This is an optimization exercise on Yosys and OpenROAD, whose aim is small area, a short achievable clock period and few clock cycles, not a production implementation.
RTL that was checked went through simulation tests only; none was proved equivalent to the original.
The RTL of run 2 was laid out without a check of its function.
No activity file was given, so power comes from the tool's default toggle rates. The flow treats the clock pin as an ideal source, which a real chip does not have.

$ cat flow/flow/run.sh
#!/bin/bash
# The standard layout (standard.sh), with one change: the port buffers that
# global placement inserts are plain sky130_fd_sc_hd__buf_1 cells instead of
# the delay buffers it picks by default. Every port still gets its buffer.
# make's full output goes to layout.log; each ORFS step keeps its own log
# under orfs/logs/.
set -euo pipefail
bash standard.sh "BUFFER_PORTS_ARGS=-buffer_cell sky130_fd_sc_hd__buf_1" finish > layout.log 2>&1
$ cat flow/standard.sh
#!/bin/bash
# synth_recipe.tcl (not shown) runs the flow's synth.tcl, then flattens the netlist and writes it again
# the make line also repeats each setting of config.mk as NAME=value (left out here)
make -C /OpenROAD-flow-scripts/flow DESIGN_CONFIG=/design/flow/config.mk WORK_HOME=/design/flow/orfs CLKGATE_MAP_FILE= SYNTH_SCRIPT=/design/flow/synth_recipe.tcl "${@:-finish}"
$ cat flow/config.mk
export PLATFORM = sky130hd
export DESIGN_NAME = btmp3_sensor_core
export DESIGN_NICKNAME = btmp3_sensor_core
export VERILOG_FILES = /design/flow/design.v
export SDC_FILE = /design/flow/constraint.sdc
export NUM_CORES = 4
export LEC_CHECK = 0
export CAP_MARGIN = 20
export CORE_MARGIN = 2
export CORE_UTILIZATION = 60
export CTS_BUF_LIST = sky130_fd_sc_hd__clkbuf_16
export CTS_CLUSTER_DIAMETER = 90
export CTS_CLUSTER_SIZE = 30
export SLEW_MARGIN = 20
$ cat flow/constraint.sdc
create_clock -name core_clock -period 30.0 [get_ports {clk}]
set_input_delay 6.0000 -clock core_clock [delete_from_list [all_inputs] [get_ports {clk}]]
set_output_delay 6.0000 -clock core_clock [all_outputs]
set_load 0.01 [all_outputs]
$ cat flow/design.v
module touch_channel (
    input  wire        clk,
    input  wire        clr,         
    input  wire        edge_en,     
    input  wire [31:0] now,         
    output wire [31:0] t_new,       
    output wire [31:0] t_old_n,     
    output wire [3:0]  wraps,       
    output wire        first_out    
);
    reg [31:0] ts [0:9];
    reg [31:0] t10n;                
    reg [9:0]  w;
    reg [3:0]  cnt;                 
    reg        first;
    wire [31:0] lt_b = ~now & ts[0];
    wire [31:0] gt_b = now & ~ts[0];
    reg         wrap_in;
    integer j;
    always @(*) begin
        wrap_in = 1'b0;
        for (j = 0; j < 32; j = j + 1)
            wrap_in = lt_b[j] | (~gt_b[j] & wrap_in);
    end
    integer i;
    always @(posedge clk) begin
        if (edge_en) begin
            ts[0] <= now;
            for (i = 1; i < 10; i = i + 1)
                ts[i] <= ts[i-1];
            if (first)
                t10n <= ~now;
            else if (cnt == 4'd9)
                t10n <= ~ts[9];
            if (first)
                cnt <= 4'd0;
            else if (cnt != 4'd9)
                cnt <= cnt + 4'd1;
        end
    end
    always @(posedge clk) begin
        if (clr) begin
            w     <= 10'd0;
            first <= 1'b1;
        end else if (edge_en) begin
            w     <= {w[8:0], wrap_in & ~first};
            first <= 1'b0;
        end
    end
    assign t_new     = ts[0];
    assign t_old_n   = t10n;
    assign wraps     = w[0] + w[1] + w[2] + w[3] + w[4]
                     + w[5] + w[6] + w[7] + w[8] + w[9];
    assign first_out = first;
endmodule
module quad_decoder #(
    parameter ENC_LIMIT = 96
) (
    input  wire       clk,
    input  wire       clr,          
    input  wire [1:0] clr_ab,       
    input  wire       edge_en,      
    input  wire [1:0] ab,           
    input  wire       zero_en,      
    input  wire       press_en,     
    input  wire       btn_rd_en,    
    output wire [7:0] position,     
    output wire       btn           
);
    reg signed [7:0] count;
    reg        [1:0] last_ab;
    reg              btn_latch;
    reg signed [1:0] qdelta;
    always @(*) begin
        case ({last_ab, ab})
            4'b00_01, 4'b01_11, 4'b11_10, 4'b10_00: qdelta = 2'sd1;
            4'b00_10, 4'b10_11, 4'b11_01, 4'b01_00: qdelta = -2'sd1;
            default:                                qdelta = 2'sd0;
        endcase
    end
    wire signed [7:0] count_step = count + {{6{qdelta[1]}}, qdelta};
    wire lap = (count_step >= ENC_LIMIT) || (count_step <= -ENC_LIMIT);
    always @(posedge clk) begin
        if (clr) begin
            count     <= 8'sd0;
            last_ab   <= clr_ab;
            btn_latch <= 1'b0;
        end else begin
            if (edge_en) begin
                count   <= lap ? 8'sd0 : count_step;
                last_ab <= ab;
            end else if (zero_en) begin
                count <= 8'sd0;
            end
            if (press_en)
                btn_latch <= 1'b1;
            else if (btn_rd_en)
                btn_latch <= 1'b0;
        end
    end
    assign position = count / 8'sd4;
    assign btn      = btn_latch;
endmodule
module btmp3_sensor_core (
    input  wire        clk,
    input  wire        rst,         
    input  wire        cmd_valid,
    output wire        cmd_ready,
    input  wire [7:0]  cmd_op,
    input  wire [31:0] cmd_arg,
    input  wire [31:0] thresh0,
    input  wire [31:0] thresh1,
    output reg         rsp_valid,
    output reg  [7:0]  rsp_data
);
    localparam OP_TOUCH_IS_TOUCHED = 7'b0000100;    
    localparam OP_ENC_GET_POSITION = 8'h0C;
    localparam OP_ENC_RESET_POS    = 8'h0D;
    localparam OP_ENC_BUTTON       = 8'h0E;
    localparam OP_EV_TOUCH_EDGE    = 7'b0010100;    
    localparam OP_EV_ENC_EDGE      = 6'b001100;     
    localparam OP_EV_BTN_PRESS     = 8'h34;
    localparam OP_RESET            = 6'b111100;     
    assign cmd_ready = 1'b1;
    reg        c_valid;
    reg [7:0]  c_op;
    reg [31:0] c_arg;
    reg        c_rst;
    reg [31:0] c_thn;               
    always @(posedge clk) begin
        c_valid <= cmd_valid & ~rst;
        c_op    <= cmd_op;
        c_arg   <= cmd_arg;
        c_rst   <= rst;
        c_thn   <= ~(cmd_op[0] ? thresh1 : thresh0);
    end
    wire fire = c_valid;
    wire is_poll      = fire && (c_op[7:1] == OP_TOUCH_IS_TOUCHED);
    wire is_get_pos   = fire && (c_op == OP_ENC_GET_POSITION);
    wire is_reset_pos = fire && (c_op == OP_ENC_RESET_POS);
    wire is_btn_rd    = fire && (c_op == OP_ENC_BUTTON);
    wire is_touch     = fire && (c_op[7:1] == OP_EV_TOUCH_EDGE);
    wire is_enc       = fire && (c_op[7:2] == OP_EV_ENC_EDGE);
    wire is_press     = fire && (c_op == OP_EV_BTN_PRESS);
    wire is_reset     = fire && (c_op[7:2] == OP_RESET);
    wire       clr    = c_rst || is_reset;
    wire [1:0] clr_ab = c_rst ? 2'b00 : c_op[1:0];
    wire [31:0] tn0, ton0, tn1, ton1;
    wire [3:0]  wr0, wr1;
    wire        f0, f1;
    wire [7:0]  position;
    wire        btn;
    touch_channel u_touch0 (
        .clk       (clk),
        .clr       (clr),
        .edge_en   (is_touch && !c_op[0]),
        .now       (c_arg),
        .t_new     (tn0),
        .t_old_n   (ton0),
        .wraps     (wr0),
        .first_out (f0)
    );
    touch_channel u_touch1 (
        .clk       (clk),
        .clr       (clr),
        .edge_en   (is_touch && c_op[0]),
        .now       (c_arg),
        .t_new     (tn1),
        .t_old_n   (ton1),
        .wraps     (wr1),
        .first_out (f1)
    );
    quad_decoder u_enc (
        .clk       (clk),
        .clr       (clr),
        .clr_ab    (clr_ab),
        .edge_en   (is_enc),
        .ab        (c_op[1:0]),
        .zero_en   (is_reset_pos),
        .press_en  (is_press),
        .btn_rd_en (is_btn_rd),
        .position  (position),
        .btn       (btn)
    );
    wire        sel   = c_op[0];
    wire [31:0] tn    = sel ? tn1 : tn0;
    wire [31:0] ton   = sel ? ton1 : ton0;
    wire [3:0]  wr    = sel ? wr1 : wr0;
    wire        fst   = sel ? f1  : f0;
    wire [37:0] op_a = {2'b00, wr, tn};
    wire [37:0] op_b = {6'b111111, ton};
    wire [37:0] op_c = {3'b111, c_thn, 3'b111};
    wire [37:0] op_d = {5'b11111, c_thn, 1'b1};
    wire [37:0] s1   = op_a ^ op_b ^ op_c;
    wire [37:0] c1   = {(op_a[36:0] & op_b[36:0]) | (op_a[36:0] & op_c[36:0]) | (op_b[36:0] & op_c[36:0]), 1'b1};
    wire [37:0] s2   = s1 ^ c1 ^ op_d;
    wire [37:0] c2   = {(s1[36:0] & c1[36:0]) | (s1[36:0] & op_d[36:0]) | (c1[36:0] & op_d[36:0]), 1'b1};
    wire [37:0] diff = s2 + c2 + 38'd1;
    wire        touched = fst ? (&c_thn) : ~diff[37];
    always @(posedge clk) begin
        if (rst) begin
            rsp_valid <= 1'b0;
            rsp_data  <= 8'd0;
        end else begin
            rsp_valid <= is_poll || is_get_pos || is_btn_rd;
            if (is_poll)
                rsp_data <= {7'd0, touched};
            else if (is_get_pos)
                rsp_data <= position;
            else if (is_btn_rd)
                rsp_data <= {7'd0, btn};
        end
    end
endmodule
==> out/results.ini, run 1 <==
[worst_setup_path]
crit_path_cell_trace=buf_1
worstPathRequired_ns=24.00
crit_cells=1
cp_data_arrival_time_ns=1.17
path_buf_inv=1
worstSetupPathType=flop to output port
critPathMaxStageDelay_ns=0.42
crit_family=flip-flops
worst_setup_path_start_kind=flop
cp-end-kind=output port
cp_max_fo=2
rr_worst_depth=18
crit_slowest_cell=dfxtp_1

[power]
vdd_drop_max_uv=63.4
power_density_mw_per_mm2=58.7
total_leakage_power_nw=11.5

[clocking]
htree_levels=2
cts_sinks=828
cts_hold_buf=0
cts_root_buf=clkbuf_16
cts_made_buffers=36
insertion_delay_ns=0.59
cts_resized=0
clockBufferDepth=3
path_clk_slew_ns=0.11
cts_tree=done
cts_setup_buffers=0

[grt]
gr-total-overflow=0
grt_pass1_vias=14094
grt_max_degree=190
antenna_found_initial=0
track_usage_pct=20.3
grt_pass1_wl_um=80900

[routing]
drcViolationCount=0
ant_nets=0
via_per_inst=5.62
route.vias.total=13968
firstDrtPassIters=5
wl_um=52800
wl_per_cell_um=21.2
drt-initial-drc-count=1191

[timing]
min_period_ns=7.17
grt_setup_unrepaired=no
setup-violations-final=0
fin_crit_sh_pct=23.9
slew_viol_final=0
fin_skew_ns=0.0256
post-route-worst-setup-slack_ns=22.83
relSlewSlack_pct=28.9
hold_violations=0
fmax_mhz=140
tightest_slew_ns=1.07
tns_ns=0

[cells_and_area]
layoutNonFillerInstCount=2487
areaGrowthSynthToFinish_pct=7.87
drive_above_1_share_pct=6.89
final.fill_count=3430
regArea_mm2=0.0237
final_nets=2037
final_util_pct=65.6
multi_input_area_mm2=0.00636
layout.cells.most_common_list=714 x edfxtp_1, 117 x inv_1, 114 x buf_1
final_common_cell=edfxtp_1
diodes=0

[logic_synthesis]
synth_area_mm2=0.0306
yosys_warnings=4
synth_ff_type=edfxtp_1
ys_ff_latch=828
synth_edf_count=714
synthArstFlopShare_pct=0
netlist-cell-type-count=69
seq_area_frac_synth_pct=77.6
syn-instance-count=1659
syn_area_per_cell_um2=18.4

[floorplan]
dieArea_mm2=0.0528
die_h_um=230
io_pins=117
std_cell_rows=82
die_w_um=230
core_mm2=0.0503
floorplan.initialDensity_pct=60.8

[placement]
dpl.hpwl_um=33600
post-place-ws_ns=22.99
place.gp.congestion=0.812
placedCellCount=2423
port_buffers=115

[run_status]
run_status=finished clean

[flow_run]
max_cap_viol_count=0

[hold_path]
hold_depth=0
hold_path.class=flop to flop

## cell type report
cell class | instances | share of cell area, %
clock buffer | 37 | 2.81
clock inverter | 27 | 0.637
inverter | 103 | 1.22
multi-input combinational | 695 | 19.3
sequential | 828 | 71.9
tap | 672 | 2.55
timing repair buffer | 125 | 1.59
## kinds of logic after synthesis
group | count (synthesis) | share of synthesized area (%)
flip-flops | 828 | 77.6
AND/OR/NAND/NOR | 199 | 3.12
adder cells (fa/ha/maj) | 167 | 8.42
AO/OA/AOI/OAI | 162 | 3.61
multiplexers | 149 | 5.10
buffers and inverters | 136 | 1.69
XOR/XNOR | 17 | 0.487
other | 1 | 0.0123
## synth_stat cells (9+ instances only)
cell | number | area, um^2
maj3_1 | 24 | 240
clkbuf_1 | 21 | 78.8
ha_1 | 68 | 851
fa_1 | 73 | 1460
mux2_2 | 46 | 518
xnor2_1 | 11 | 96.3
nand2b_1 | 17 | 106
o21ai_0 | 31 | 155
mux2i_1 | 102 | 1020
a22oi_1 | 9 | 67.6
nand2_1 | 77 | 289
a21oi_1 | 37 | 185
nor2_1 | 42 | 158
a21o_1 | 11 | 82.6
inv_1 | 102 | 383
nor2b_1 | 9 | 56.3
edfxtp_1 | 714 | 21400
dfxtp_1 | 114 | 2280
nand3_1 | 12 | 60.1
buf_1 | 10 | 37.5
nand4_1 | 15 | 93.8
## registers in the layout (all words and copies together), names as in the netlist, 4 cells and up
name / flops
c_op: 8
u_touch1.w: 10
u_touch1.t10n: 32
c_arg: 32
c_thn: 32
u_touch1.ts: 320
u_enc.count: 8
u_touch0.w: 10
rsp_data: 8
u_touch1.cnt: 4
u_touch0.cnt: 4
u_touch0.t10n: 32
u_touch0.ts: 320
## metal layers
layer	track usage, %	vias to the layer above	part of all wire (%)
li1	-	6462	-
met1	30.9	7161	48
met2	31.7	289	47
met3	2.54	56	3.7
met4	5.24	0	2.1
met5	0	-	0
## metrics by stage
stage	hold WS [ns]	cell area (um^2)	power (mW)
2_1_floorplan	0.400	30600	1.34
3_3_place_gp	0.400	31900	1.38
3_5_place_dp	0.405	31900	1.38
4_1_cts	0.412	33000	1.96
5_1_grt	0.416	33000	2.01
6_report	0.408	33000	1.94
## where the power goes
part	switching [mW]	total (mW)	leakage, nW	internal, mW
Sequential	0.0153	1.26	7.35	1.24
Clock	0.340	0.584	0.617	0.244
Combinational	0.0509	0.0967	3.50	0.0458
Total	0.406	1.94	11.5	1.53
## worst paths after layout
path / start / endpoint / slack [ns]
max: rsp_data[0] / rsp_data[0] / 22.83
min: u_touch0.ts[1][10] / u_touch0.ts[2][10] / 0.41
max reg2reg: u_touch1.w[0] / rsp_data[0] / 24.64
min reg2reg: u_touch0.ts[1][10] / u_touch0.ts[2][10] / 0.41
Testbench counts, summed over its fixed seeds: cycles 24,016.
==> run 2: changes to the inputs <==
--- a/flow/design.v
+++ b/flow/design.v
@@ -98,7 +98,8 @@
                 btn_latch <= 1'b0;
         end
     end
-    assign position = count / 8'sd4;
+    wire [7:0] count_adj = count + {6'd0, count[7], count[7]};
+    assign position = {{2{count_adj[7]}}, count_adj[7:2]};
     assign btn      = btn_latch;
 endmodule
 module btmp3_sensor_core (
@@ -198,17 +199,12 @@
     wire [37:0] diff = s2 + c2 + 38'd1;
     wire        touched = fst ? (&c_thn) : ~diff[37];
     always @(posedge clk) begin
-        if (rst) begin
-            rsp_valid <= 1'b0;
-            rsp_data  <= 8'd0;
-        end else begin
-            rsp_valid <= is_poll || is_get_pos || is_btn_rd;
-            if (is_poll)
-                rsp_data <= {7'd0, touched};
-            else if (is_get_pos)
-                rsp_data <= position;
-            else if (is_btn_rd)
-                rsp_data <= {7'd0, btn};
-        end
+        rsp_valid <= ~rst & (is_poll | is_get_pos | is_btn_rd);
+        if (!c_op[2])
+            rsp_data <= {7'd0, touched};
+        else if (!c_op[1])
+            rsp_data <= position;
+        else
+            rsp_data <= {7'd0, btn};
     end
 endmodule
==> flow/flow/run.sh (replaced) <==
#!/bin/bash
# The standard layout (standard.sh) with these changes:
# - the port buffers that global placement inserts are plain
#   sky130_fd_sc_hd__buf_1 cells instead of the delay buffers it picks by
#   default (every port still gets its buffer);
# - the buffers that synthesis's ABC inserted are removed at floorplan, and
#   the placement's repair_design buffers the nets again;
# - clock tree synthesis inserts no dummy loads.
# make's full output goes to layout.log; each ORFS step keeps its own log
# under orfs/logs/.
set -euo pipefail
bash standard.sh \
  "BUFFER_PORTS_ARGS=-buffer_cell sky130_fd_sc_hd__buf_1" \
  "REMOVE_ABC_BUFFERS=1" \
  "CTS_ARGS=-sink_clustering_enable -repair_clock_nets -sink_clustering_size 30 -sink_clustering_max_diameter 90 -buf_list sky130_fd_sc_hd__clkbuf_16 -dont_use_dummy_load" \
  finish > layout.log 2>&1
--- a/flow/config.mk
+++ b/flow/config.mk
@@ -7,7 +7,7 @@
 export LEC_CHECK = 0
 export CAP_MARGIN = 20
 export CORE_MARGIN = 2
-export CORE_UTILIZATION = 60
+export CORE_UTILIZATION = 70
 export CTS_BUF_LIST = sky130_fd_sc_hd__clkbuf_16
 export CTS_CLUSTER_DIAMETER = 90
 export CTS_CLUSTER_SIZE = 30
==> run 2 against run 1 <==
Compared with the run above:
- still clean on timing, DRC and antenna
- first-iteration DRC count rose by 17%
- worst hold slack got worse by 0.039 ns
- via count fell by 0.45%
- final cell count fell by 4.8%
- register-to-register slack got worse by 0.57 ns
- synthesized cell count fell by 0.30%
- die area fell by 14%
==> out/results.ini, run 2 <==
[logic_synthesis]
synth_simple_gate_area_share_pct=3.28
yosys_warnings=4
synth_ff_type=edfxtp_1
synth_top_family_by_area=adder cells
syn-instance-count=1654
synth_common_cells=714 x edfxtp_1, 112 x dfxtp_1, 101 x mux2i_1
synth.most_common_cell=edfxtp_1
synth_largest_area_cell=edfxtp_1
synth_area_mm2=0.0305
synth_xor_area_share_pct=0.459
seq_area_frac_synth_pct=77.5
synth_edf_count=714
synth_fa_ha_area_share_pct=8.20
synth_top_area_share_pct=70.2
netlist_top_cells_area=edfxtp_1 70%, dfxtp_1 7.3%, fa_1 4.8%
ys_ff_latch=826
synth_compound_area_share_pct=3.60
synthArstFlopShare_pct=0
netlist-cell-type-count=68
syn_area_per_cell_um2=18.5
synthMuxAreaShare_pct=5.26

[clocking]
path_clk_slew_ns=0.10
cts_hold_buf=0
cts_made_buffers=34
htree_levels=2
insertion_delay_ns=0.59
cts_setup_buffers=0
cts_root_buf=clkbuf_16
cts_tree=done
clockBufferDepth=3
cts_resized=0
cts_sinks=826

[timing]
tns_ns=0
fmax_mhz=141
whs_ns=0.369
relSlewSlack_pct=23.1
tightest_slew_ns=1.12
slew_viol_final=0
min_period_ns=7.07
fin_crit_sh_pct=23.6
grt_setup_unrepaired=no
fin_skew_ns=0.0545
hold_violations=0
setup-violations-final=0

[cells_and_area]
final_nets=2032
layout.cells.most_common_list=714 x edfxtp_1, 114 x buf_1, 109 x dfxtp_1
final_util_pct=75.6
layoutNonFillerInstCount=2368
reg_top3=u_touch0.ts: 320 flops, u_touch1.ts: 320 flops
drive_above_1_share_pct=6.62
areaGrowthSynthToFinish_pct=6.61
final_area_mm2=0.0326
final_common_cell=edfxtp_1
diodes=0

[grt]
grt_pass1_wl_um=76700
grt_pass1_vias=13864
gr-total-overflow=0
grt_max_degree=111
track_usage_pct=22.8
antenna_found_initial=0

[placement]
dpl.hpwl_um=32000
placedCellCount=2334
postPlaceCellArea_mm2=0.0317
port_buffers=115
place.gp.congestion=0.838

[floorplan]
die_h_um=213
io_pins=117
floorplan.initialDensity_pct=70.9
core_mm2=0.0431
dieArea_mm2=0.0453
die_w_um=213
std_cell_rows=76

[worst_setup_path]
worst_setup_path_start_kind=flop
path_buf_inv=1
crit_path_cell_trace=buf_1
cp_max_fo=3
worstPathRequired_ns=24.00
worstSetupPathType=flop to output port
cp-end-kind=output port
critPathMaxStageDelay_ns=0.35
crit_slowest_cell=dfxtp_1
crit_family=flip-flops
cp_data_arrival_time_ns=1.07

[routing]
wl_um=50100
drt-initial-drc-count=1388
drcViolationCount=0
wl_per_cell_um=21.2
via_per_inst=5.87
ant_nets=0
route.vias.total=13905
firstDrtPassIters=7

[power]
power_density_mw_per_mm2=57.1
vdd_drop_max_uv=63.0
total_leakage_power_nw=11.2

[run_status]
run_status=finished clean

[flow_run]
max_cap_viol_count=0

[hold_path]
hold_path.class=flop to flop

-- run 2: power by group --
part           switching [mW]  total (mW)  leakage [nW]  internal, mW
Sequential             0.0148        1.25          7.34          1.24
Clock                   0.305       0.510         0.419         0.205
Combinational          0.0500      0.0957          3.48        0.0456
-- run 2: kinds of logic after synthesis --
group,after synthesis
flops,826
simple gates,207
fa+ha+maj,160
compound gates,160
mux,153
buf+inv,131
xor+xnor,16
other cells,1
-- run 2: worst reg2reg max path, cell delays in order (launching register included) --
cell      delay, ns
dfxtp_1        0.36
ha_1           0.30
inv_1          0.07
fa_1           0.42
fa_1           0.51
fa_1           0.43
fa_1           0.43
fa_1           0.39
xor2_1         0.18
nand2_1        0.06
o21ai_0        0.10
ha_1           0.31
ha_1           0.27
inv_1          0.04
ha_1           0.30
nand4b_1       0.15
nor4_1         0.54
nand2_1        0.19
nor3_1         0.23
o31a_1         0.26
nor4_1         0.13
o21ai_0        0.20
-- run 2: stage by stage --
step | worst slack, ns | total power [mW]
2_1_floorplan | 18.67 | 1.34
3_3_place_gp | 23.07 | 1.37
3_5_place_dp | 23.00 | 1.37
4_1_cts | 22.90 | 1.88
5_1_grt | 22.84 | 1.92
6_report | 22.93 | 1.86
-- run 2: layout make-up --
type | count | area, um^2
flip-flops and latches | 826 | 23700
inverters | 98 | 383
repair buffers | 128 | 534
clock buffers | 34 | 851
fillers | 2527 | 10500
well taps | 585 | 732
multi-input cells | 697 | 6370
-- run 2: metal layers --
metal | GRT usage, % | part of all wire [%] | vias to the layer above
li1 | - | - | 6434
met1 | 34.0 | 45 | 7035
met2 | 35.8 | 47 | 350
met3 | 2.82 | 4.3 | 86
met4 | 7.84 | 2.9 | 0
met5 | 0 | 0 | -
-- run 2: worst paths after layout --
path | start | end | slack [ns] | depth (start not counted)
worst max-delay path | rsp_data[5] | rsp_data[7] | 22.93 | 1
worst min-delay path | u_touch1.ts[5][10] | u_touch1.ts[6][10] | 0.37 | 0
worst min register to register | u_touch1.ts[5][10] | u_touch1.ts[6][10] | 0.37 | 0
worst max register to register | u_touch1.w[0] | rsp_data[0] | 24.07 | 21
==> run 3: changes to the inputs <==
--- a/flow/design.v
+++ b/flow/design.v
@@ -2,6 +2,7 @@
     input  wire        clk,
     input  wire        clr,         
     input  wire        edge_en,     
+    input  wire        hold_en,     
     input  wire [31:0] now,         
     output wire [31:0] t_new,       
     output wire [31:0] t_old_n,     
@@ -23,11 +24,15 @@
             wrap_in = lt_b[j] | (~gt_b[j] & wrap_in);
     end
     integer i;
+    wire [31:0] sh = {32{edge_en}};
+    wire [31:0] hd = {32{hold_en}};
+    always @(posedge clk) begin
+        ts[0] <= (sh & now) | (hd & ts[0]);
+        for (i = 1; i < 10; i = i + 1)
+            ts[i] <= (sh & ts[i-1]) | (hd & ts[i]);
+    end
     always @(posedge clk) begin
         if (edge_en) begin
-            ts[0] <= now;
-            for (i = 1; i < 10; i = i + 1)
-                ts[i] <= ts[i-1];
             if (first)
                 t10n <= ~now;
             else if (cnt == 4'd9)
@@ -128,11 +133,14 @@
     reg [31:0] c_arg;
     reg        c_rst;
     reg [31:0] c_thn;               
+    reg [1:0]  c_edge, c_hold;      
     always @(posedge clk) begin
         c_valid <= cmd_valid & ~rst;
         c_op    <= cmd_op;
         c_arg   <= cmd_arg;
         c_rst   <= rst;
+        c_edge  <= {2{cmd_valid & (cmd_op[7:1] == OP_EV_TOUCH_EDGE)}} & {cmd_op[0], ~cmd_op[0]};
+        c_hold  <= ~({2{cmd_valid & (cmd_op[7:1] == OP_EV_TOUCH_EDGE)}} & {cmd_op[0], ~cmd_op[0]});
         c_thn   <= ~(cmd_op[0] ? thresh1 : thresh0);
     end
     wire fire = c_valid;
@@ -154,7 +162,8 @@
     touch_channel u_touch0 (
         .clk       (clk),
         .clr       (clr),
-        .edge_en   (is_touch && !c_op[0]),
+        .edge_en   (c_edge[0]),
+        .hold_en   (c_hold[0]),
         .now       (c_arg),
         .t_new     (tn0),
         .t_old_n   (ton0),
@@ -164,7 +173,8 @@
     touch_channel u_touch1 (
         .clk       (clk),
         .clr       (clr),
-        .edge_en   (is_touch && c_op[0]),
+        .edge_en   (c_edge[1]),
+        .hold_en   (c_hold[1]),
         .now       (c_arg),
         .t_new     (tn1),
         .t_old_n   (ton1),
==> run 3 against run 2 <==
Compared with the run above:
- via count rose by 38%
- die area fell by 0.19%
- routed wire length rose by 21%
- global-route usage rose by 4.3 points
- sequential cell count rose by 4
- sequential share of layout area fell by 18 points
- critical path type unchanged
- largest cell class unchanged
==> out/results.ini, run 3 <==
[run_status]
run_status=finished clean

[cells_and_area]
final_nets=2724
multi_input_area_mm2=0.0121
drive_above_1_share_pct=4.85
layout.cells.most_common_list=749 x dfxtp_1, 604 x a22o_1, 118 x mux2i_1
reg_top3=u_touch0.ts: 320 flops, u_touch1.ts: 320 flops
final_common_cell=dfxtp_1
final.fill_count=2904
diodes=0
regArea_mm2=0.0174
areaGrowthSynthToFinish_pct=4.98

[power]
vdd_drop_max_uv=59.7
power.share.sequential_pct=64.7
clkPwrFrac_pct=29.6
total_leakage_power_nw=12.9
swShare_pct=22.1
p_int_mw=1.38
p_comb_share_pct=5.7
power_mw=1.77
power_switching_mw=0.393
power_density_mw_per_mm2=55.5

[logic_synthesis]
synth_area_mm2=0.0305
synth_common_cells=756 x dfxtp_1, 604 x a22o_1, 158 x clkbuf_1
seq_area_frac_synth_pct=56.9
yosys_warnings=4
synth_edf_count=74
syn_area_per_cell_um2=12.3
synthArstFlopShare_pct=0
synth.most_common_cell=dfxtp_1
netlist-cell-type-count=65
ys_ff_latch=830
syn-instance-count=2488
netlist_top_cells_area=dfxtp_1 50%, a22o_1 17%, edfxtp_1 7.3%
synth_top_area_share_pct=49.7
synth_ff_type=dfxtp_1
synth_largest_area_cell=dfxtp_1

[worst_setup_path]
r2r-start=u_touch0.w[0]
cp_max_fo=3
rr_worst_depth=20
worst_setup_path_start_kind=flop
crit_family=flip-flops
critPathMaxStageDelay_ns=0.35
crit_path_cell_trace=buf_1
r2r_end=rsp_data[0]
crit_slowest_cell=dfxtp_1
path_buf_inv=1
cp_data_arrival_time_ns=1.08
cp-end-kind=output port
worstPathRequired_ns=24.00
reg2reg_slack_ns=23.90
worstSetupPathType=flop to output port

[timing]
relSlewSlack_pct=18.1
fmax_mhz=141
fin_crit_sh_pct=23.6
fin_skew_ns=0.0456
setup-violations-final=0
hold_violations=0
grt_setup_unrepaired=no
tns_ns=0
slew_viol_final=0
min_period_ns=7.08
tightest_slew_ns=1.23

[routing]
drcViolationCount=0
wl_per_cell_um=19.9
top_layer_used=met4
drt-initial-drc-count=1489
via_per_inst=6.28
firstDrtPassIters=5
dr_wl_met2_um=27900
wl_um=60800
wl_met1_um=28900
wl_met3_um=2690
ant_nets=0
route.vias.total=19224

[clocking]
insertion_delay_ns=0.59
clockBufferDepth=3
cts_resized=0
cts_made_buffers=34
cts_root_buf=clkbuf_16
cts_setup_buffers=0
path_clk_slew_ns=0.11
cts_sinks=830
cts_hold_buf=0
cts_tree=done
htree_levels=2

[floorplan]
std_cell_rows=76
io_pins=117
die_h_um=213
die_w_um=213
core_mm2=0.0430
dieArea_mm2=0.0452
floorplan.initialDensity_pct=70.9

[grt]
grt_pass1_wl_um=98300
track_usage_pct=27.1
antenna_found_initial=0
grt_max_degree=230
gr-total-overflow=0
grt_pass1_vias=18430

[placement]
dpl.hpwl_um=38400
port_buffers=115
place.gp.congestion=0.832

[hold_path]
hold_path.class=flop to flop
hold_depth=1
worstHoldStart=u_touch0.ts[5][13]
hold_end=u_touch0.ts[6][13]

[flow_run]
max_cap_viol_count=0

run 3: cell types whose count changed after synthesis, moves of 6 or more:
cell and change:
edfxtp_1 -640, nor2_1 +25, a32oi_1 +6, inv_1 +9, mux2i_1 +17, clkbuf_1 +143, a21oi_1 -18, o21ai_0 +42
a21o_1 +9, a22o_1 +594, nor2b_1 +6, dfxtp_1 +644
run 3: how the worst max path moves through the flow:
stage | start | end | slack [ns] | cells past startpoint
floorplan | c_edge[1] | u_touch1.t10n[0] | 20.37 | 2
global placement | cmd_op[0] | c_edge[0] | 22.97 | 4
detailed placement | cmd_op[0] | c_hold[1] | 22.93 | 3
CTS | rsp_data[5] | rsp_data[5] | 22.89 | 1
global route | rsp_data[5] | rsp_data[5] | 22.84 | 1
finish | rsp_data[5] | rsp_data[5] | 22.92 | 1
run 3: power by group through the flow:
stage	clock (mW)	sequential, mW	combinational, mW
after CTS	0.538	1.15	0.100
after global placement	0	1.17	0.0923
after global routing	0.574	1.15	0.113
after floorplan	0	1.17	0.0686
final	0.525	1.15	0.101
after detailed placement	0	1.17	0.0978
run 3: worst reg2reg max path: cells and delay by family, from the launching register on:
family	cells	cell delay, ns
adders and majority gates	9	3.43
and+or+nand+nor	5	1.31
AOI/OAI and AO/OA	3	0.49
DFF	1	0.36
muxes	1	0.27
buffers and inverters	2	0.11
run 3: cell type report:
class                      count  area share, %
inverter                     105           1.23
timing repair buffer         133           1.85
sequential                   830           54.3
tap                          585           2.29
multi-input combinational   1373           37.7
clock buffer                  34           2.66
run 3: cell families (layout without fill, tap and decap cells):
| kind of cell | after synthesis | after routing | synth area share (%) |
|---|---|---|---|
| multiplexers | 170 | 170 | 5.83 |
| other | 1 | 1 | 0.0123 |
| AO/OA/AOI/OAI | 790 | 790 | 21.3 |
| adder cells (fa/ha/maj) | 159 | 159 | 8.18 |
| XOR/XNOR | 21 | 21 | 0.603 |
| buffers and inverters | 285 | 272 | 3.55 |
| flip-flops | 830 | 830 | 56.9 |
| AND/OR/NAND/NOR | 232 | 232 | 3.57 |
run 3: per-layer routing:
metal  track usage [%]  vias to the layer above
met2              42.6                      383
li1                  -                     9120
met5                 0                        -
met4              7.31                        0
met1              39.9                     9638
met3              3.13                       83
run 3: through the flow:
step	util, %	instances	hold WS, ns	worst slack [ns]	cell area [um^2]
after CTS	74.5	3060	0.468	22.89	32000
after detailed placement	72.5	3026	0.448	22.93	31100
after floorplan	-	2308	0.429	20.37	29800
after global routing	74.5	3060	0.495	22.84	32000
after global placement	72.5	3026	0.439	22.97	31100
final	74.5	3060	0.463	22.92	32000
Testbench counts of run 3, summed over its fixed seeds: cycles 24,016.
==> run 4: changes to the inputs <==
--- a/flow/design.v
+++ b/flow/design.v
@@ -6,7 +6,7 @@
     input  wire [31:0] now,         
     output wire [31:0] t_new,       
     output wire [31:0] t_old_n,     
-    output wire [3:0]  wraps,       
+    output wire [9:0]  wrap_flags,  
     output wire        first_out    
 );
     reg [31:0] ts [0:9];
@@ -31,12 +31,13 @@
         for (i = 1; i < 10; i = i + 1)
             ts[i] <= (sh & ts[i-1]) | (hd & ts[i]);
     end
+    wire [31:0] ld_now = {32{edge_en & first}};
+    wire [31:0] ld_old = {32{edge_en & ~first & (cnt == 4'd9)}};
+    wire [31:0] ld_hd  = {32{hold_en | (~first & (cnt != 4'd9))}};
+    always @(posedge clk)
+        t10n <= (ld_now & ~now) | (ld_old & ~ts[9]) | (ld_hd & t10n);
     always @(posedge clk) begin
         if (edge_en) begin
-            if (first)
-                t10n <= ~now;
-            else if (cnt == 4'd9)
-                t10n <= ~ts[9];
             if (first)
                 cnt <= 4'd0;
             else if (cnt != 4'd9)
@@ -54,8 +55,7 @@
     end
     assign t_new     = ts[0];
     assign t_old_n   = t10n;
-    assign wraps     = w[0] + w[1] + w[2] + w[3] + w[4]
-                     + w[5] + w[6] + w[7] + w[8] + w[9];
+    assign wrap_flags = w;
     assign first_out = first;
 endmodule
 module quad_decoder #(
@@ -155,7 +155,7 @@
     wire       clr    = c_rst || is_reset;
     wire [1:0] clr_ab = c_rst ? 2'b00 : c_op[1:0];
     wire [31:0] tn0, ton0, tn1, ton1;
-    wire [3:0]  wr0, wr1;
+    wire [9:0]  wf0, wf1;
     wire        f0, f1;
     wire [7:0]  position;
     wire        btn;
@@ -167,7 +167,7 @@
         .now       (c_arg),
         .t_new     (tn0),
         .t_old_n   (ton0),
-        .wraps     (wr0),
+        .wrap_flags(wf0),
         .first_out (f0)
     );
     touch_channel u_touch1 (
@@ -178,7 +178,7 @@
         .now       (c_arg),
         .t_new     (tn1),
         .t_old_n   (ton1),
-        .wraps     (wr1),
+        .wrap_flags(wf1),
         .first_out (f1)
     );
     quad_decoder u_enc (
@@ -196,7 +196,9 @@
     wire        sel   = c_op[0];
     wire [31:0] tn    = sel ? tn1 : tn0;
     wire [31:0] ton   = sel ? ton1 : ton0;
-    wire [3:0]  wr    = sel ? wr1 : wr0;
+    wire [9:0]  wf    = sel ? wf1 : wf0;
+    wire [3:0]  wr    = wf[0] + wf[1] + wf[2] + wf[3] + wf[4]
+                      + wf[5] + wf[6] + wf[7] + wf[8] + wf[9];
     wire        fst   = sel ? f1  : f0;
     wire [37:0] op_a = {2'b00, wr, tn};
     wire [37:0] op_b = {6'b111111, ton};
@@ -206,8 +208,17 @@
     wire [37:0] c1   = {(op_a[36:0] & op_b[36:0]) | (op_a[36:0] & op_c[36:0]) | (op_b[36:0] & op_c[36:0]), 1'b1};
     wire [37:0] s2   = s1 ^ c1 ^ op_d;
     wire [37:0] c2   = {(s1[36:0] & c1[36:0]) | (s1[36:0] & op_d[36:0]) | (c1[36:0] & op_d[36:0]), 1'b1};
-    wire [37:0] diff = s2 + c2 + 38'd1;
-    wire        touched = fst ? (&c_thn) : ~diff[37];
+    wire [36:0] lo_lt = ~s2[36:0] & ~c2[36:0];
+    wire [36:0] lo_gt = s2[36:0] & c2[36:0];
+    reg         lo_less;
+    integer k;
+    always @(*) begin
+        lo_less = 1'b0;
+        for (k = 0; k < 37; k = k + 1)
+            lo_less = lo_lt[k] | (~lo_gt[k] & lo_less);
+    end
+    wire        sign = s2[37] ^ c2[37] ^ ~lo_less;
+    wire        touched = fst ? (&c_thn) : ~sign;
     always @(posedge clk) begin
         rsp_valid <= ~rst & (is_poll | is_get_pos | is_btn_rd);
         if (!c_op[2])
--- a/flow/config.mk
+++ b/flow/config.mk
@@ -7,7 +7,7 @@
 export LEC_CHECK = 0
 export CAP_MARGIN = 20
 export CORE_MARGIN = 2
-export CORE_UTILIZATION = 70
+export CORE_UTILIZATION = 80
 export CTS_BUF_LIST = sky130_fd_sc_hd__clkbuf_16
 export CTS_CLUSTER_DIAMETER = 90
 export CTS_CLUSTER_SIZE = 30
==> run 4 against run 3 <==
Compared with the run above:
- final cell count fell by 4.0%
- worst hold slack gained 0.0036 ns
- critical path depth did not move
- non-clock buffer count fell by 2
- via count is 4.6% higher
==> out/results.ini, run 4 <==
[worst_setup_path]
worstPathRequired_ns=24.00
cp-end-kind=output port
worst_setup_path_start_kind=flop
crit_family=flip-flops
crit_slowest_cell=dfxtp_1
crit_path_cell_trace=buf_1
path_buf_inv=1
worstSetupPathType=flop to output port
critPathMaxStageDelay_ns=0.36
cp_data_arrival_time_ns=1.14
cp_max_fo=3

[placement]
place.gp.congestion=0.865
port_buffers=115
dpl.hpwl_um=40800

[logic_synthesis]
syn_area_per_cell_um2=11.8
synth_edf_count=10
seq_area_frac_synth_pct=56.7
synth.most_common_cell=dfxtp_1
ys_ff_latch=830
yosys_warnings=4
netlist-cell-type-count=70
synth_largest_area_cell=dfxtp_1
synthArstFlopShare_pct=0
netlist_top_cells_area=dfxtp_1 56%, a22o_1 18%, fa_1 4.6%
synth_ff_type=dfxtp_1
synth_area_mm2=0.0295
syn-instance-count=2498
synth_common_cells=820 x dfxtp_1, 610 x a22o_1, 166 x clkbuf_1
synth_top_area_share_pct=55.7

[grt]
track_usage_pct=32.8
grt_pass1_vias=19469
antenna_found_initial=0
grt_max_degree=203
grt_pass1_wl_um=102000
gr-total-overflow=0

[routing]
drcViolationCount=0
firstDrtPassIters=6
wl_per_cell_um=21.7
via_per_inst=6.85
wl_um=63800
drt-initial-drc-count=1890
ant_nets=0
route.vias.total=20106

[floorplan]
io_pins=117
die_w_um=196
dieArea_mm2=0.0384
die_h_um=196
floorplan.initialDensity_pct=80.9
core_mm2=0.0364
std_cell_rows=70

[clocking]
insertion_delay_ns=0.62
cts_hold_buf=0
cts_root_buf=clkbuf_16
cts_made_buffers=31
htree_levels=1
clockBufferDepth=3
cts_resized=0
cts_tree=done
path_clk_slew_ns=0.12
cts_sinks=830
cts_setup_buffers=0

[timing]
tightest_slew_ns=1.05
whs_ns=0.467
slew_viol_final=0
fmax_mhz=140
grt_setup_unrepaired=no
hold_violations=0
setup-violations-final=0
fin_crit_sh_pct=23.8
min_period_ns=7.14
tns_ns=0
fin_skew_ns=0.0206
relSlewSlack_pct=29.7

[cells_and_area]
areaGrowthSynthToFinish_pct=4.28
final_common_cell=dfxtp_1
reg_top3=u_touch0.ts: 320 flops, u_touch1.ts: 320 flops
final_nets=2671
drive_above_1_share_pct=5.39
layout.cells.most_common_list=815 x dfxtp_1, 610 x a22o_1, 137 x nand2_1
diodes=0

[hold_path]
hold_path.class=flop to flop

[power]
vdd_drop_max_uv=64.6
power_density_mw_per_mm2=56.9
power_mw=1.75
total_leakage_power_nw=12.0

[flow_run]
max_cap_viol_count=0

[run_status]
run_status=finished clean

==> run 4: kinds of logic (layout without fill, tap and decap cells) <==
family / after synthesis / after routing / share of synthesized area (%)
AND/OR/NAND/NOR: 289 / 289 / 4.38
buffers and inverters: 270 / 241 / 3.48
multiplexers: 118 / 118 / 4.28
XOR/XNOR: 20 / 20 / 0.594
flip-flops: 830 / 830 / 56.7
AO/OA/AOI/OAI: 855 / 855 / 24.1
adder cells (fa/ha/maj): 115 / 115 / 6.42
other: 1 / 1 / 0.0127
==> run 4: where the power goes <==
part	internal (mW)	switching, mW	total, mW
logic	0.0512	0.0609	0.112
clock network	0.186	0.308	0.494
registers	1.12	0.0234	1.14
total	1.36	0.392	1.75
==> run 4: area by class of cell <==
class                   instances  area, um^2
clock buffers                  31         776
fillers                      2011        5700
well taps                     468         586
repair buffers                131         593
flip-flops and latches        830       16700
multi-input cells            1398       11700
inverters                      79         297
==> run 4: layer usage <==
layer / track usage [%] / vias to the layer above / part of all wire, %
met5: 0 / - / 0
met4: 9.71 / 0 / 2.8
met3: 4.16 / 145 / 6.5
met2: 52.8 / 764 / 47
met1: 46.9 / 9995 / 44
li1: - / 9202 / -
==> run 4: worst paths after layout <==
path                      startpoint                end  slack [ns]  cells after the start
setup / recovery         rsp_data[5]        rsp_data[6]       22.86                      1
setup reg to reg             c_op[0]        rsp_data[0]       24.49                     13
hold / removal    u_touch0.ts[9][11]  u_touch0.t10n[11]        0.47                      1
hold reg to reg   u_touch0.ts[9][11]  u_touch0.t10n[11]        0.47                      1
==> run 4: through the flow <==
stage               setup WS, ns  utilization [%]  area, um^2  instances
floorplan                  20.81                -       28700       2307
global placement           22.97             82.1       29900       2905
detailed placement         22.92             82.1       29900       2905
CTS                        22.83             84.2       30700       2936
global route               22.80             84.3       30700       2937
finish                     22.86             84.3       30700       2937
Testbench counts of run 4, summed over its fixed seeds: cycles 24,016.
==> run 5: changes to the inputs <==
--- a/flow/config.mk
+++ b/flow/config.mk
@@ -7,7 +7,7 @@
 export LEC_CHECK = 0
 export CAP_MARGIN = 20
 export CORE_MARGIN = 2
-export CORE_UTILIZATION = 80
+export CORE_UTILIZATION = 70
 export CTS_BUF_LIST = sky130_fd_sc_hd__clkbuf_16
 export CTS_CLUSTER_DIAMETER = 90
 export CTS_CLUSTER_SIZE = 30
==> run 5 against run 4 <==
Compared with the run above:
- register-to-register slack improved by 0.08 ns
- setup slack better by 0.070 ns
- die area up 14%
- largest cell class unchanged
- largest power group unchanged
- highest routed layer unchanged
==> out/results.ini, run 5 <==
[worst_setup_path]
cp_max_fo=3
path_buf_inv=1
worst_setup_path_start_kind=flop
critPathMaxStageDelay_ns=0.35
worstPathRequired_ns=24.00
worstSetupPathType=flop to output port
crit_path_cell_trace=buf_1
crit_family=flip-flops
crit_slowest_cell=dfxtp_1
cp-end-kind=output port
cp_data_arrival_time_ns=1.07

[cells_and_area]
layout.cells.most_common_list=815 x dfxtp_1, 610 x a22o_1, 137 x nand2_1
final_nets=2673
diodes=0
drive_above_1_share_pct=5.46
areaGrowthSynthToFinish_pct=4.72
reg_top3=u_touch0.ts: 320 flops, u_touch1.ts: 320 flops
final_common_cell=dfxtp_1

[routing]
wl_met1_um=29100
ant_nets=0
dr_wl_met2_um=28500
wl_um=62100
wl_per_cell_um=20.6
drt-initial-drc-count=1643
drcViolationCount=0
top_layer_used=met4
route.vias.total=19455
via_per_inst=6.46
wl_met3_um=3190
firstDrtPassIters=7

[floorplan]
core_mm2=0.0418
die_w_um=209
die_h_um=209
dieArea_mm2=0.0438
floorplan.initialDensity_pct=70.6
std_cell_rows=75
io_pins=117

[logic_synthesis]
netlist_top_cells_area=dfxtp_1 56%, a22o_1 18%, fa_1 4.6%
syn_area_per_cell_um2=11.8
yosys_warnings=4
syn-instance-count=2498
synth_edf_count=10
synthArstFlopShare_pct=0
synth.most_common_cell=dfxtp_1
synth_common_cells=820 x dfxtp_1, 610 x a22o_1, 166 x clkbuf_1
synth_area_mm2=0.0295
ys_ff_latch=830
seq_area_frac_synth_pct=56.7
synth_largest_area_cell=dfxtp_1
synth_top_area_share_pct=55.7
netlist-cell-type-count=70
synth_ff_type=dfxtp_1

[power]
total_leakage_power_nw=12.0
power_density_mw_per_mm2=57.4
vdd_drop_max_uv=44.9

[timing]
fin_skew_ns=0.0375
hold_violations=0
slew_viol_final=0
tns_ns=0
fin_crit_sh_pct=23.6
min_period_ns=7.07
relSlewSlack_pct=29.2
setup-violations-final=0
post-route-worst-setup-slack_ns=22.93
tightest_slew_ns=1.06
fmax_mhz=141
grt_setup_unrepaired=no

[clocking]
cts_made_buffers=34
cts_setup_buffers=0
cts_tree=done
path_clk_slew_ns=0.11
htree_levels=2
cts_hold_buf=0
cts_root_buf=clkbuf_16
insertion_delay_ns=0.58
cts_sinks=830
cts_resized=0
clockBufferDepth=3

[grt]
gr-total-overflow=0
grt_pass1_wl_um=99700
track_usage_pct=28.1
grt_max_degree=218
grt_pass1_vias=18684
antenna_found_initial=0

[run_status]
run_status=finished clean

[placement]
port_buffers=115
post-place-ws_ns=22.92
dpl.hpwl_um=40000
place.gp.congestion=0.845

[hold_path]
hold_path.class=flop to flop

[flow_run]
max_cap_viol_count=0

run 5: logic make-up (layout without fill, tap and decap cells):
family / count (synthesis) / in the layout / share of synthesized area (%)
AOI/OAI and AO/OA: 855 / 855 / 24.1
DFF: 830 / 830 / 56.7
and+or+nand+nor: 289 / 289 / 4.38
buffers and inverters: 270 / 243 / 3.48
muxes: 118 / 118 / 4.28
adders and majority gates: 115 / 115 / 6.42
xor gates and xnor gates: 20 / 20 / 0.594
other: 1 / 1 / 0.0127
run 5: area by class of cell:
cell class                 count  area [um^2]
sequential                   830        16700
multi-input combinational   1398        11700
fill                        2935        10900
clock buffer                  34          851
tap                          539          674
timing repair buffer         130          558
inverter                      79          297
run 5: worst paths after layout:
path                                         from                 to  slack, ns  cells after the start
worst min register to register  u_touch1.ts[7][9]  u_touch1.ts[8][9]       0.46                      1
worst min-delay path            u_touch1.ts[7][9]  u_touch1.ts[8][9]       0.46                      1
worst max register to register            c_op[0]        rsp_data[0]      24.57                     13
worst max-delay path                  rsp_data[5]        rsp_data[5]      22.93                      1
run 5: routing by layer:
layer  vias up  GRT usage [%]
li1       9223              -
met1      9690           40.2
met2       457           44.6
met3        85           4.54
met4         0           7.41
met5         -              0
run 5: through the flow:
stage	cells	power (mW)	hold WS, ns	instance area, um^2	util (%)
after global routing	3010	1.83	0.484	30900	73.9
after floorplan	2307	1.23	0.426	28700	-
final	3010	1.77	0.458	30900	73.9
after CTS	3010	1.78	0.467	30900	73.9
after global placement	2976	1.27	0.436	30000	71.9
after detailed placement	2976	1.27	0.441	30000	71.9
run 5: power breakdown:
group	internal [mW]	switching (mW)
logic	0.0509	0.0586
registers	1.12	0.0234
clock network	0.206	0.316
==> run 6: changes to the inputs <==
--- a/flow/flow/run.sh
+++ b/flow/flow/run.sh
@@ -5,12 +5,15 @@
 #   default (every port still gets its buffer);
 # - the buffers that synthesis's ABC inserted are removed at floorplan, and
 #   the placement's repair_design buffers the nets again;
-# - clock tree synthesis inserts no dummy loads.
+# - clock tree synthesis inserts no dummy loads;
+# - after global placement, post_gp.tcl gives the response outputs a buf_2
+#   port buffer and a dfxtp_2 flip-flop (drive strength only).
 # make's full output goes to layout.log; each ORFS step keeps its own log
 # under orfs/logs/.
 set -euo pipefail
 bash standard.sh \
   "BUFFER_PORTS_ARGS=-buffer_cell sky130_fd_sc_hd__buf_1" \
   "REMOVE_ABC_BUFFERS=1" \
+  "POST_GLOBAL_PLACE_TCL=$PWD/flow/post_gp.tcl" \
   "CTS_ARGS=-sink_clustering_enable -repair_clock_nets -sink_clustering_size 30 -sink_clustering_max_diameter 90 -buf_list sky130_fd_sc_hd__clkbuf_16 -dont_use_dummy_load" \
   finish > layout.log 2>&1
==> flow/flow/post_gp.tcl (new file) <==
# Run after global placement (POST_GLOBAL_PLACE_TCL): faster cells on the
# response outputs. Each output port's buffer becomes buf_2 and the response
# flip-flop that feeds it dfxtp_2 (same functions, more drive); detailed
# placement legalizes them afterwards.
foreach port [get_ports {rsp_valid rsp_data[*]}] {
  set net [get_nets [get_full_name $port]]
  foreach pin [get_pins -of_objects $net -filter "direction==output"] {
    set buf [get_cells -of_objects $pin]
    replace_cell $buf sky130_fd_sc_hd__buf_2
    foreach ipin [get_pins -of_objects $buf -filter "direction==input"] {
      foreach dpin [get_pins -of_objects [get_nets -of_objects $ipin] -filter "direction==output"] {
        set ff [get_cells -of_objects $dpin]
        if {[get_property $ff ref_name] == "sky130_fd_sc_hd__dfxtp_1"} {
          replace_cell $ff sky130_fd_sc_hd__dfxtp_2
        }
      }
    }
  }
}
estimate_parasitics -placement
==> run 6 against run 5 <==
Compared with the run above:
- sequential cell count is the same
- global-route usage down 0.082 points
- die area unchanged
- critical path depth did not move
- synthesized area unchanged
- sequential share of layout area is essentially flat
- clock-buffer cell count unchanged
- combinational power barely moved
- worst hold slack lost 0.0054 ns
- clock skew is 0.0045 ns higher
- cell area about the same
- register-to-register slack got worse by 0.04 ns
- critical endpoint is now rsp_data[7]
- highest routed layer unchanged
==> out/results.ini, run 6 <==
[run_status]
run_status=finished clean

[logic_synthesis]
synth_area_mm2=0.0295
ys_ff_latch=830
seq_area_frac_synth_pct=56.7
synth_edf_count=10
syn-instance-count=2498
synth.most_common_cell=dfxtp_1
syn_area_per_cell_um2=11.8
synth_ff_type=dfxtp_1
synth_common_cells=820 x dfxtp_1, 610 x a22o_1, 166 x clkbuf_1
netlist_top_cells_area=dfxtp_1 56%, a22o_1 18%, fa_1 4.6%
yosys_warnings=4
netlist-cell-type-count=70
synthArstFlopShare_pct=0
synth_largest_area_cell=dfxtp_1
synth_top_area_share_pct=55.7

[floorplan]
floorplan.initialDensity_pct=70.6
die_w_um=209
core_mm2=0.0418
die_h_um=209
std_cell_rows=75
io_pins=117
dieArea_mm2=0.0438

[timing]
slew_viol_final=0
setup-violations-final=0
min_period_ns=7.03
fmax_mhz=142
tightest_slew_ns=1.10
fin_skew_ns=0.0420
fin_crit_sh_pct=23.4
relSlewSlack_pct=26.5
whs_ns=0.453
hold_violations=0
grt_setup_unrepaired=no
tns_ns=0

[worst_setup_path]
path_buf_inv=1
worstPathRequired_ns=24.00
worst_setup_path_start_kind=flop
cp_data_arrival_time_ns=1.03
cp_max_fo=3
worstSetupPathType=flop to output port
crit_family=flip-flops
crit_slowest_cell=dfxtp_2
cp-end-kind=output port
crit_path_cell_trace=buf_2
critPathMaxStageDelay_ns=0.34

[routing]
wl_um=62000
via_per_inst=6.44
drcViolationCount=0
drt-initial-drc-count=1729
ant_nets=0
route.vias.total=19387
firstDrtPassIters=5
wl_per_cell_um=20.6

[clocking]
cts_root_buf=clkbuf_16
cts_sinks=830
cts_hold_buf=0
cts_tree=done
cts_made_buffers=34
cts_resized=0
clockBufferDepth=3
insertion_delay_ns=0.58
htree_levels=2
path_clk_slew_ns=0.10
cts_setup_buffers=0

[grt]
top_usage_layer=met2
grt.met3_usage_pct=3.80
grt_pass1_wl_um=99200
antenna_found_initial=0
grt_pass1_vias=18479
track_usage_pct=28.0
grt_max_degree=218
use_met1_pct=40.2
gr-total-overflow=0
grt_use_met2_pct=44.5

[placement]
postPlaceCellArea_mm2=0.0300
dpl.hpwl_um=40100
port_buffers=115

[cells_and_area]
areaGrowthSynthToFinish_pct=4.78
layout.cells.most_common_list=808 x dfxtp_1, 610 x a22o_1, 137 x nand2_1
final_area_mm2=0.0309
reg_top3=u_touch0.ts: 320 flops, u_touch1.ts: 320 flops
final_common_cell=dfxtp_1
final_nets=2673
diodes=0
drive_above_1_share_pct=6.11

[power]
vdd_drop_max_uv=54.4
p_int_mw=1.38
clkPwrFrac_pct=29.4
total_leakage_power_nw=12.1
power_switching_mw=0.397
p_comb_share_pct=6.2
power.share.sequential_pct=64.4
power_density_mw_per_mm2=57.4
swShare_pct=22.4

[hold_path]
hold_path.class=flop to flop

[flow_run]
max_cap_viol_count=0

-- run 6: area by class of cell --
cell class / instances / area (um^2)
clock buffer: 34 / 851
fill: 2935 / 10900
inverter: 79 / 297
multi-input combinational: 1398 / 11700
sequential: 830 / 16700
tap: 539 / 674
timing repair buffer: 130 / 569
-- run 6: routing by layer --
layer  vias to the layer above  share of wire, %
met4                         0               2.4
met3                        90               5.2
met1                      9609                46
met5                         -                 0
met2                       473                46
li1                       9215                 -
-- run 6: cells by family (layout without fill, tap and decap cells) --
| group | after synthesis | count (layout) | share of synthesized area [%] |
|---|---|---|---|
| AOI/OAI and AO/OA | 855 | 855 | 24.1 |
| DFF | 830 | 830 | 56.7 |
| buffers and inverters | 270 | 243 | 3.48 |
| other | 1 | 1 | 0.0127 |
| muxes | 118 | 118 | 4.28 |
| and+or+nand+nor | 289 | 289 | 4.38 |
| xor gates and xnor gates | 20 | 20 | 0.594 |
| adders and majority gates | 115 | 115 | 6.42 |
-- run 6: power groups by stage --
stage	Combinational, mW	Clock (mW)	Sequential [mW]
6_report	0.110	0.520	1.14
5_1_grt	0.122	0.566	1.14
4_1_cts	0.109	0.532	1.14
3_5_place_dp	0.108	0	1.17
3_3_place_gp	0.104	0	1.17
2_1_floorplan	0.0766	0	1.16
-- run 6: path summary, 6_finish.rpt --
kind / slack [ns] / to / startpoint / depth (start not counted)
worst max-delay path: 22.97 / rsp_data[7] / rsp_data[5] / 1
worst min-delay path: 0.45 / u_touch1.ts[5][8] / u_touch1.ts[4][8] / 1
worst max register to register: 24.53 / rsp_data[0] / c_op[0] / 13
worst min register to register: 0.45 / u_touch1.ts[5][8] / u_touch1.ts[4][8] / 1
-- run 6: metrics by stage --
stage                     utilization [%]  power, mW  setup slack, ns  std cells
after floorplan                         -       1.23            20.81       2307
after global placement               71.9       1.27            22.95       2976
after detailed placement             71.9       1.27            22.92       2976
after CTS                            73.9       1.78            22.94       3010
after global routing                 73.9       1.83            22.92       3010
final                                73.9       1.77            22.97       3010
==> run 7: changes to the inputs <==
--- a/flow/design.v
+++ b/flow/design.v
@@ -130,18 +130,16 @@
     assign cmd_ready = 1'b1;
     reg        c_valid;
     reg [7:0]  c_op;
-    reg [31:0] c_arg;
+    reg [31:0] c_x;
     reg        c_rst;
-    reg [31:0] c_thn;               
     reg [1:0]  c_edge, c_hold;      
     always @(posedge clk) begin
         c_valid <= cmd_valid & ~rst;
         c_op    <= cmd_op;
-        c_arg   <= cmd_arg;
         c_rst   <= rst;
         c_edge  <= {2{cmd_valid & (cmd_op[7:1] == OP_EV_TOUCH_EDGE)}} & {cmd_op[0], ~cmd_op[0]};
         c_hold  <= ~({2{cmd_valid & (cmd_op[7:1] == OP_EV_TOUCH_EDGE)}} & {cmd_op[0], ~cmd_op[0]});
-        c_thn   <= ~(cmd_op[0] ? thresh1 : thresh0);
+        c_x     <= cmd_op[5] ? cmd_arg : ~(cmd_op[0] ? thresh1 : thresh0);
     end
     wire fire = c_valid;
     wire is_poll      = fire && (c_op[7:1] == OP_TOUCH_IS_TOUCHED);
@@ -164,7 +162,7 @@
         .clr       (clr),
         .edge_en   (c_edge[0]),
         .hold_en   (c_hold[0]),
-        .now       (c_arg),
+        .now       (c_x),
         .t_new     (tn0),
         .t_old_n   (ton0),
         .wrap_flags(wf0),
@@ -175,7 +173,7 @@
         .clr       (clr),
         .edge_en   (c_edge[1]),
         .hold_en   (c_hold[1]),
-        .now       (c_arg),
+        .now       (c_x),
         .t_new     (tn1),
         .t_old_n   (ton1),
         .wrap_flags(wf1),
@@ -202,8 +200,8 @@
     wire        fst   = sel ? f1  : f0;
     wire [37:0] op_a = {2'b00, wr, tn};
     wire [37:0] op_b = {6'b111111, ton};
-    wire [37:0] op_c = {3'b111, c_thn, 3'b111};
-    wire [37:0] op_d = {5'b11111, c_thn, 1'b1};
+    wire [37:0] op_c = {3'b111, c_x, 3'b111};
+    wire [37:0] op_d = {5'b11111, c_x, 1'b1};
     wire [37:0] s1   = op_a ^ op_b ^ op_c;
     wire [37:0] c1   = {(op_a[36:0] & op_b[36:0]) | (op_a[36:0] & op_c[36:0]) | (op_b[36:0] & op_c[36:0]), 1'b1};
     wire [37:0] s2   = s1 ^ c1 ^ op_d;
@@ -218,7 +216,7 @@
             lo_less = lo_lt[k] | (~lo_gt[k] & lo_less);
     end
     wire        sign = s2[37] ^ c2[37] ^ ~lo_less;
-    wire        touched = fst ? (&c_thn) : ~sign;
+    wire        touched = fst ? (&c_x) : ~sign;
     always @(posedge clk) begin
         rsp_valid <= ~rst & (is_poll | is_get_pos | is_btn_rd);
         if (!c_op[2])
==> run 7 against run 6 <==
Compared with the run above:
- still clean
- sequential cell count shrank 32
- synthesized cell count increased by 1.3%
- clock skew decreased by 0.020 ns
- sequential share of layout area down 1.5 points
- synthesized area shrank 0.63%
- critical path type unchanged
- largest cell class unchanged
==> out/results.ini, run 7 <==
[clocking]
cts_setup_buffers=0
cts_sinks=798
path_clk_slew_ns=0.11
insertion_delay_ns=0.62
htree_levels=1
cts_tree=done
clockBufferDepth=3
cts_hold_buf=0
cts_resized=0
cts_made_buffers=30
cts_root_buf=clkbuf_16

[logic_synthesis]
seq_area_frac_synth_pct=54.9
syn_area_per_cell_um2=11.6
synth.most_common_cell=dfxtp_1
synthArstFlopShare_pct=0
synth_xor_area_share_pct=0.598
yosys_warnings=4
synth_ff_type=dfxtp_1
netlist-cell-type-count=70
synthMuxAreaShare_pct=4.38
netlist_top_cells_area=dfxtp_1 54%, a22o_1 19%, fa_1 4.6%
ys_ff_latch=798
synth_common_cells=788 x dfxtp_1, 641 x a22o_1, 185 x clkbuf_1
syn-instance-count=2531
synth_edf_count=10
synth_simple_gate_area_share_pct=4.70
synth_largest_area_cell=dfxtp_1
synth_fa_ha_area_share_pct=6.32
synth_area_mm2=0.0293
synth_top_family_by_area=compound AO/OA/AOI/OAI gates
synth_compound_area_share_pct=25.3
synth_top_area_share_pct=53.9

[floorplan]
std_cell_rows=74
core_mm2=0.0410
die_h_um=209
io_pins=117
die_w_um=209
floorplan.initialDensity_pct=71.4
dieArea_mm2=0.0435

[cells_and_area]
diodes=0
final_common_cell=dfxtp_1
regArea_mm2=0.0161
final.fill_count=2857
layout.cells.most_common_list=776 x dfxtp_1, 641 x a22o_1, 136 x nand2_1
drive_above_1_share_pct=6.89
final_nets=2684
final_util_pct=74.5
areaGrowthSynthToFinish_pct=4.34
multi_input_area_mm2=0.0121
reg_top3=u_touch0.ts: 320 flops, u_touch1.ts: 320 flops

[hold_path]
hold_depth=2
hold_end=u_touch1.t10n[6]
hold_path.class=flop to flop
worstHoldStart=u_touch1.t10n[6]

[timing]
fin_crit_sh_pct=23.7
relSlewSlack_pct=23.7
fin_skew_ns=0.0225
tightest_slew_ns=1.15
hold_violations=0
setup-violations-final=0
min_period_ns=7.10
grt_setup_unrepaired=no
tns_ns=0
fmax_mhz=141
slew_viol_final=0

[worst_setup_path]
worstPathRequired_ns=24.00
r2r_end=rsp_data[0]
cp-end-kind=output port
crit_path_cell_trace=buf_2
critPathMaxStageDelay_ns=0.36
crit_family=flip-flops
worst_setup_path_start_kind=flop
reg2reg_slack_ns=24.57
cp_max_fo=1
rr_worst_depth=17
r2r-start=c_op[0]
crit_slowest_cell=dfxtp_2
cp_data_arrival_time_ns=1.10
worstSetupPathType=flop to output port
path_buf_inv=1

[power]
vdd_drop_max_uv=56.3
power_density_mw_per_mm2=55.6
total_leakage_power_nw=11.9

[routing]
wl_per_cell_um=20.8
ant_nets=0
drcViolationCount=0
route.vias.total=19746
drt-initial-drc-count=1758
via_per_inst=6.55
firstDrtPassIters=6
wl_um=62600

[placement]
dpl.hpwl_um=40300
port_buffers=115

[grt]
grt_pass1_wl_um=101000
track_usage_pct=28.2
gr-total-overflow=0
antenna_found_initial=1
grt_max_degree=117
grt_pass1_vias=18795

[run_status]
run_status=finished clean

[flow_run]
max_cap_viol_count=0

## run 7: changes by cell type in the layout (fill, tap and decap cells not counted), moves of 11 or more
cell,previous run,this run
a22o_1,610,641
dfxtp_1,808,776
mux2_2,55,86
mux2i_1,62,29
nand2b_1,12,23
nor2b_1,12,23
## run 7: worst max path at each step
stage / end / slack [ns] / cells past startpoint / start
global route: rsp_data[6] / 22.86 / 1 / rsp_data[5]
floorplan: u_touch1.t10n[0] / 20.89 / 2 / c_edge[1]
CTS: rsp_data[3] / 22.88 / 1 / rsp_data[3]
finish: rsp_data[3] / 22.90 / 1 / rsp_data[3]
global placement: c_x[8] / 22.65 / 3 / cmd_op[0]
detailed placement: c_x[26] / 22.56 / 3 / cmd_op[0]
## run 7: final cells by class
type | instances | share of cell area, %
clock buffer | 30 | 2.46
inverter | 78 | 0.958
tap | 532 | 2.18
timing repair buffer | 133 | 2.03
multi-input combinational | 1443 | 39.7
sequential | 798 | 52.7
## run 7: report_power, final
part           total [mW]  switching (mW)  internal [mW]
Combinational       0.116          0.0603         0.0553
Clock               0.478           0.298          0.180
Sequential           1.11          0.0307           1.07
Total                1.70           0.389           1.31
## run 7: cell families after synthesis
kind of cell,after synthesis
mux,116
flops,798
xor+xnor,20
fa+ha+maj,111
buf+inv,290
other cells,1
compound gates,895
simple gates,300
## run 7: per-stage QoR
| stage | hold slack [ns] | setup slack (ns) | total power, mW | cell area [um^2] | instances |
|---|---|---|---|---|---|
| after floorplan | 0.427 | 20.89 | 1.20 | 28500 | 2319 |
| after global placement | 0.437 | 22.65 | 1.24 | 29700 | 2982 |
| after detailed placement | 0.443 | 22.56 | 1.24 | 29700 | 2982 |
| after CTS | 0.475 | 22.88 | 1.71 | 30500 | 3012 |
| after global routing | 0.494 | 22.86 | 1.76 | 30600 | 3014 |
| final | 0.476 | 22.90 | 1.70 | 30600 | 3014 |
## run 7: routing by layer
metal	global-route usage (%)	part of all wire, %
met5	0	0.022
met4	7.68	2.6
met1	42.1	48
met3	4.23	5.5
met2	42.9	44
Testbench counts of run 7, summed over its fixed seeds: cycles 24,016.

==> what the ideal ports hide <==
How much do the figures lean on ideal ports? The routed layouts below were timed once more, with nothing changed but the port constraints.
Step 1: set_driving_cell puts a clkbuf_16 on clk and a buf_2 on each other input, an assumption about the parent block.
Step 2 times the ports against the registers' clock, not the clock port: input delays grow and output delays shrink by t, the midpoint of the rising clock arrivals with the driver on.
Slacks: ideal ports / drivers / drivers and shift; pairs: ideal ports / drivers.
run	t (ns)	setup WS [ns]	worst slew at a driven data input, ns	cell pins on the clock port's net
run 1	0.635	22.834 / 22.773 / 23.004	0.05	1
run 2	0.621	22.931 / 22.874 / 22.996	0.04	1
run 3	0.625	22.923 / 22.863 / 22.896	0.04	1
run 4	0.667	22.857 / 22.801 / 22.892	0.04	1
run 5	0.624	22.927 / 22.869 / 22.933	0.04	1
run 6	0.620	22.973 / 22.917 / 22.938	0.04	1
run 7	0.664	22.897 / 22.839 / 22.560	0.05	1
After both steps every run listed still meets setup and hold. The setup slack of run 7, which loses most, moves by -0.058 ns with the drivers and by -0.337 ns with both steps.
